This design comes from an exercise in tuning for small area, a short achievable clock period and few clock cycles on the open sky130 flow, not from production work. RTL that was checked went through simulation tests only; none was proved equivalent to the original. No activity file was given, so power comes from the tool's default toggle rates.

## P
==> flow/design.v <==
module nbc_stream_dec (
    input  wire        clk,
    input  wire        rst,
    input  wire        cmd_valid,
    output wire        cmd_ready,
    input  wire [1:0]  cmd_mode,
    input  wire [63:0] cmd_acc,
    input  wire        in_valid,
    output wire        in_ready,
    input  wire [63:0] in_data,
    output reg         out_valid,
    input  wire        out_ready,
    output reg  [63:0] out_data,
    output reg         out_last
);
    localparam S_COUNT = 2'd0;    
    localparam S_SLOT  = 2'd1;    
    localparam S_HDR   = 2'd2;    
    localparam S_END   = 2'd3;    
    reg [1:0]   state;
    reg         have_cmd;
    reg         cmd_rdy;
    reg         m_acc;       
    reg         m_delta;     
    reg [31:0]  remain;      
    reg         rem_zero;    
    reg         rem_is1;     
    reg         rem_le1;     
    reg [4:0]   blk_n;
    reg [7:0]   blk_m;       
    reg         odd;         
    reg [2:0]   idx;
    reg [4:0]   sm;          
    reg [4:0]   sc;          
    reg [63:0]  w0, w1, w2;
    reg [1:0]   wk;          
    reg         in_rdy;
    reg [4:0]   p;           
    reg         keep;        
    reg         f_valid;
    reg         f_load;      
    reg         f_last;
    reg         f_acc;       
    reg         f_cy;        
    reg [63:0]  f;
    assign in_ready  = in_rdy;
    assign cmd_ready = cmd_rdy;
    wire go     = !out_valid || out_ready;   
    wire en1    = !f_valid || go;            
    wire cmd_go = cmd_valid && cmd_rdy;
    wire take   = in_valid && in_rdy;
    wire       drop  = p[4];                 
    wire [1:0] wk_e  = wk - {1'b0, drop};    
    wire       have1 = (wk_e != 2'd0);
    wire       have2 = wk_e[1];
    wire [127:0] win = {keep ? w1 : w2, drop ? w1 : w0};
    reg  [75:0]  ext1;
    reg  [63:0]  ext;
    always @(*) begin
        case (p[3:2])
            2'd0: ext1 = win[75:0];
            2'd1: ext1 = win[91:16];
            2'd2: ext1 = win[107:32];
            default: ext1 = win[123:48];
        endcase
        case (p[1:0])
            2'd0: ext = ext1[63:0];
            2'd1: ext = ext1[67:4];
            2'd2: ext = ext1[71:8];
            default: ext = ext1[75:12];
        endcase
    end
    wire [63:0] lo       = drop ? w1 : w0;
    wire [31:0] cnt      = lo[31:0];
    wire        cnt_zero = (cnt == 32'd0);
    wire [15:0] hdr     = (state == S_COUNT) ? lo[47:32] : ext[15:0];
    wire [4:0]  hdr_n   = hdr[4:0];
    wire [7:0]  hdr_m   = hdr[15:8];
    reg  [63:0] smask;
    integer j;
    always @(*) begin
        for (j = 0; j < 16; j = j + 1)
            smask[4*j +: 4] = (j < sm) ? 4'hF : 4'h0;
    end
    wire        last    = (idx == 3'd7);
    wire        pad7    = blk_n[0] & (odd ^ !blk_m[0] ^ !blk_m[1]);
    wire [4:0]  tot_s   = {1'b0, p[3:0]} + sc;
    wire        avail_s = (sc == 5'd0) || have2 || (have1 && (tot_s <= 5'd16));
    wire        rest_unstored = (blk_n == 5'd0) || (&blk_m[7:1]);
    wire        fin     = rem_le1 && rest_unstored;
    wire [4:0]  tot_h   = {1'b0, p[3:0]} + 5'd4;
    wire        avail_h = have2 || (have1 && (tot_h <= 5'd16));
    reg [1:0]   state_c;
    reg         have_cmd_c, fv_c;
    reg [4:0]   p_c;
    reg         start_c, slot_go_c;
    always @(*) begin
        state_c    = state;
        have_cmd_c = have_cmd || cmd_go;
        fv_c       = cmd_go;
        p_c        = {1'b0, p[3:0]};
        start_c    = 1'b0;
        slot_go_c  = 1'b0;
        case (state)
            S_COUNT: begin
                if ((have_cmd || cmd_go) && have1) begin
                    start_c    = 1'b1;
                    have_cmd_c = 1'b0;
                    if (!cnt_zero) begin
                        p_c     = 5'd12;
                        state_c = S_SLOT;
                    end else begin
                        p_c     = 5'd16;
                    end
                end
            end
            S_SLOT: begin
                if (avail_s) begin
                    slot_go_c = 1'b1;
                    fv_c      = !rem_zero;
                    if (fin) begin
                        p_c     = (tot_s == 5'd0) ? 5'd0 : 5'd16;
                        state_c = (tot_s > 5'd16) ? S_END : S_COUNT;
                    end else begin
                        p_c = tot_s;
                        if (last)
                            state_c = S_HDR;
                    end
                end
            end
            S_HDR: begin
                if (avail_h) begin
                    p_c     = tot_h;
                    state_c = S_SLOT;
                end
            end
            S_END: begin
                p_c     = 5'd16;
                state_c = S_COUNT;
            end
        endcase
    end
    wire [1:0]  state_n    = en1 ? state_c : state;
    wire        have_cmd_n = en1 ? have_cmd_c : (have_cmd || cmd_go);
    wire        f_valid_n  = en1 ? fv_c : 1'b1;
    wire [4:0]  p_n        = en1 ? p_c : {1'b0, p[3:0]};
    wire        start      = en1 && start_c;
    wire        slot_go    = en1 && slot_go_c;
    wire [1:0] wk_n = wk_e + {1'b0, take};
    always @(posedge clk) begin
        if (drop) begin
            w0 <= w1;
            w1 <= w2;
        end
        if (in_rdy) begin
            if (wk_e == 2'd0) w0 <= in_data;
            if (wk_e == 2'd1) w1 <= in_data;
            if (wk_e == 2'd2) w2 <= in_data;
        end
    end
    always @(posedge clk) begin
        if (en1 && (state == S_SLOT || (state == S_COUNT && cmd_rdy))) begin
            f      <= (state == S_COUNT) ? cmd_acc : (ext & smask);
            f_load <= (state == S_COUNT);
            f_last <= rem_is1;
            f_acc  <= (state != S_COUNT) && m_acc;
            f_cy   <= (state != S_COUNT) && m_delta;
        end
        if (cmd_go) begin
            m_acc   <= (cmd_mode == 2'd1) || (cmd_mode == 2'd2);
            m_delta <= (cmd_mode == 2'd1);
        end
        if (start) begin
            remain  <= cnt;
            rem_is1 <= (cnt == 32'd1);
            rem_le1 <= (cnt[31:1] == 31'd0);
        end
        if (slot_go && !rem_zero) begin
            remain  <= remain - 32'd1;
            rem_is1 <= (remain == 32'd2);
            rem_le1 <= (remain[31:2] == 30'd0) && !(remain[1] && remain[0]);
        end
        if (en1 && (state == S_COUNT || state == S_HDR)) begin
            blk_n   <= hdr_n;
            blk_m   <= hdr_m;
            odd     <= 1'b0;
            idx     <= 3'd0;
            sm      <= hdr_m[0] ? 5'd0 : hdr_n;
            sc      <= hdr_m[0] ? 5'd0 : hdr_n;
        end
        if (slot_go) begin
            idx   <= idx + 3'd1;
            blk_m <= {1'b1, blk_m[7:1]};
            odd   <= odd ^ !blk_m[0];
            sm    <= blk_m[1] ? 5'd0 : blk_n;
            if (idx == 3'd6)
                sc <= (blk_m[1] ? 5'd0 : blk_n) + {4'd0, pad7};
            else
                sc <= blk_m[1] ? 5'd0 : blk_n;
        end
        if (rst) begin
            state    <= S_COUNT;
            have_cmd <= 1'b0;
            cmd_rdy  <= 1'b1;
            f_valid  <= 1'b0;
            p        <= 5'd0;
            keep     <= 1'b1;
            wk       <= 2'd0;
            in_rdy   <= 1'b1;
            rem_zero <= 1'b1;
        end else begin
            state    <= state_n;
            have_cmd <= have_cmd_n;
            cmd_rdy  <= (state_n == S_COUNT) && !have_cmd_n && !f_valid_n;
            f_valid  <= f_valid_n;
            p        <= p_n;
            keep     <= !p_n[4];
            wk       <= wk_n;
            in_rdy   <= (wk_n != 2'd3) || p_n[4];
            if (start)
                rem_zero <= cnt_zero;
            else if (slot_go && !rem_zero)
                rem_zero <= rem_is1;
        end
    end
    wire [63:0] a  = out_data & {64{f_acc}};
    wire [63:0] hp = a ^ f;
    wire [63:0] hg = out_data & f & {64{f_cy}};
    wire [63:0] ht = out_data | f;
    reg  [63:0] pg, pt;
    integer l, i;
    always @(*) begin
        pg = hg;
        pt = ht;
        for (l = 0; l < 6; l = l + 1)
            for (i = 0; i < 64; i = i + 1)
                if ((i >> l) & 1) begin
                    pg[i] = pg[i] | (pt[i] & pg[((i >> l) << l) - 1]);
                    pt[i] = pt[i] & pt[((i >> l) << l) - 1];
                end
    end
    wire [63:0] sink = hp ^ {pg[62:0], 1'b0};
    always @(posedge clk) begin
        if (rst) begin
            out_valid <= 1'b0;
        end else if (go) begin
            out_valid <= f_valid && !f_load;
            if (f_valid) begin
                out_data <= sink;
                out_last <= f_last;
            end
        end
    end
endmodule
Settings: LEC_CHECK=0, CAP_MARGIN=20, CORE_MARGIN=2, CORE_UTILIZATION=45, SETUP_SLACK_MARGIN=4.8, SLEW_MARGIN=20, TNS_END_PERCENT=5; clock period 8.0 ns.
run.sh (not shown) runs the stock make flow with config.mk's settings and CLKGATE_MAP_FILE= SYNTH_SCRIPT=/design/flow/synth_recipe.tcl, a recipe that flattens the netlist after the stock synthesis.
## Diff of input files: Q against P
diff --git a/flow/design.v b/flow/design.v
--- a/flow/design.v
+++ b/flow/design.v
@@ -36,7 +36,6 @@
     reg [1:0]   wk;          
     reg         in_rdy;
     reg [4:0]   p;           
-    reg         keep;        
     reg         f_valid;
     reg         f_load;      
     reg         f_last;
@@ -53,7 +52,7 @@
     wire [1:0] wk_e  = wk - {1'b0, drop};    
     wire       have1 = (wk_e != 2'd0);
     wire       have2 = wk_e[1];
-    wire [127:0] win = {keep ? w1 : w2, drop ? w1 : w0};
+    wire [127:0] win = drop ? {w2, w1} : {w1, w0};
     reg  [75:0]  ext1;
     reg  [63:0]  ext;
     always @(*) begin
@@ -204,7 +203,6 @@
             cmd_rdy  <= 1'b1;
             f_valid  <= 1'b0;
             p        <= 5'd0;
-            keep     <= 1'b1;
             wk       <= 2'd0;
             in_rdy   <= 1'b1;
             rem_zero <= 1'b1;
@@ -214,7 +212,6 @@
             cmd_rdy  <= (state_n == S_COUNT) && !have_cmd_n && !f_valid_n;
             f_valid  <= f_valid_n;
             p        <= p_n;
-            keep     <= !p_n[4];
             wk       <= wk_n;
             in_rdy   <= (wk_n != 2'd3) || p_n[4];
             if (start)
==> run summary <==
Summary of Q over P: number of multi-input logic gates lost 67; wire length saw a decrease; area after synthesis down 2.3%; final worst slack decreased 0.026 ns. The critical path endpoint comes out out_data[8] in one run and f[60] in the other, namely in Q and P respectively. Clock network fraction of total power delta for Q relative to P: 0.3 points higher. Delta(non-clock buffer count in the final layout, Q - P) > 0. Q vs. P: number of clock buffers in the layout roughly the same, fraction of area in clock buffers and inverters +0.16 points. Total power: Q below P. Q completed end to end with timing, DRC and antenna clean. Relative to P, sequential element share of the synthesized area has gone up in Q. Post-route fraction of the period consumed by the critical path was higher in Q than in P. Cell count down about 1.8% in Q wrt P. Sort Q and P by combinational share of power asc -> top: Q.
Testbench counts of Q, summed over its fixed seeds: cycles 16,918.
Only the layout flow was run in P; the RTL was not checked for function there.

==> port drivers added, routing unchanged <==
In the flow no input, the clock included, has a driving cell. The finished layouts below were timed again as built, in two steps. Step 1, drivers: a clkbuf_16 drives clk and a buf_2 each remaining input, both assumed. Step 2 moves the port delays by t, midway between the first and last clock arrival at a register: inputs arrive t later, outputs are due t later. That takes back most of the time a late clock gives input paths. Slacks: ideal / step 1 / step 2; pairs: ideal / step 1.
run | shift t [ns] | setup slack, ns | cell pins on the clock port's net
P | 0.643 | 4.660 / 4.624 / 4.144 | 1
Q | 0.662 | 4.634 / 4.570 / 4.144 | 1
After both steps setup and hold are still met in every run listed. For P, which loses most, drivers alone change the setup slack by -0.036 ns; drivers and shift together by -0.516 ns.
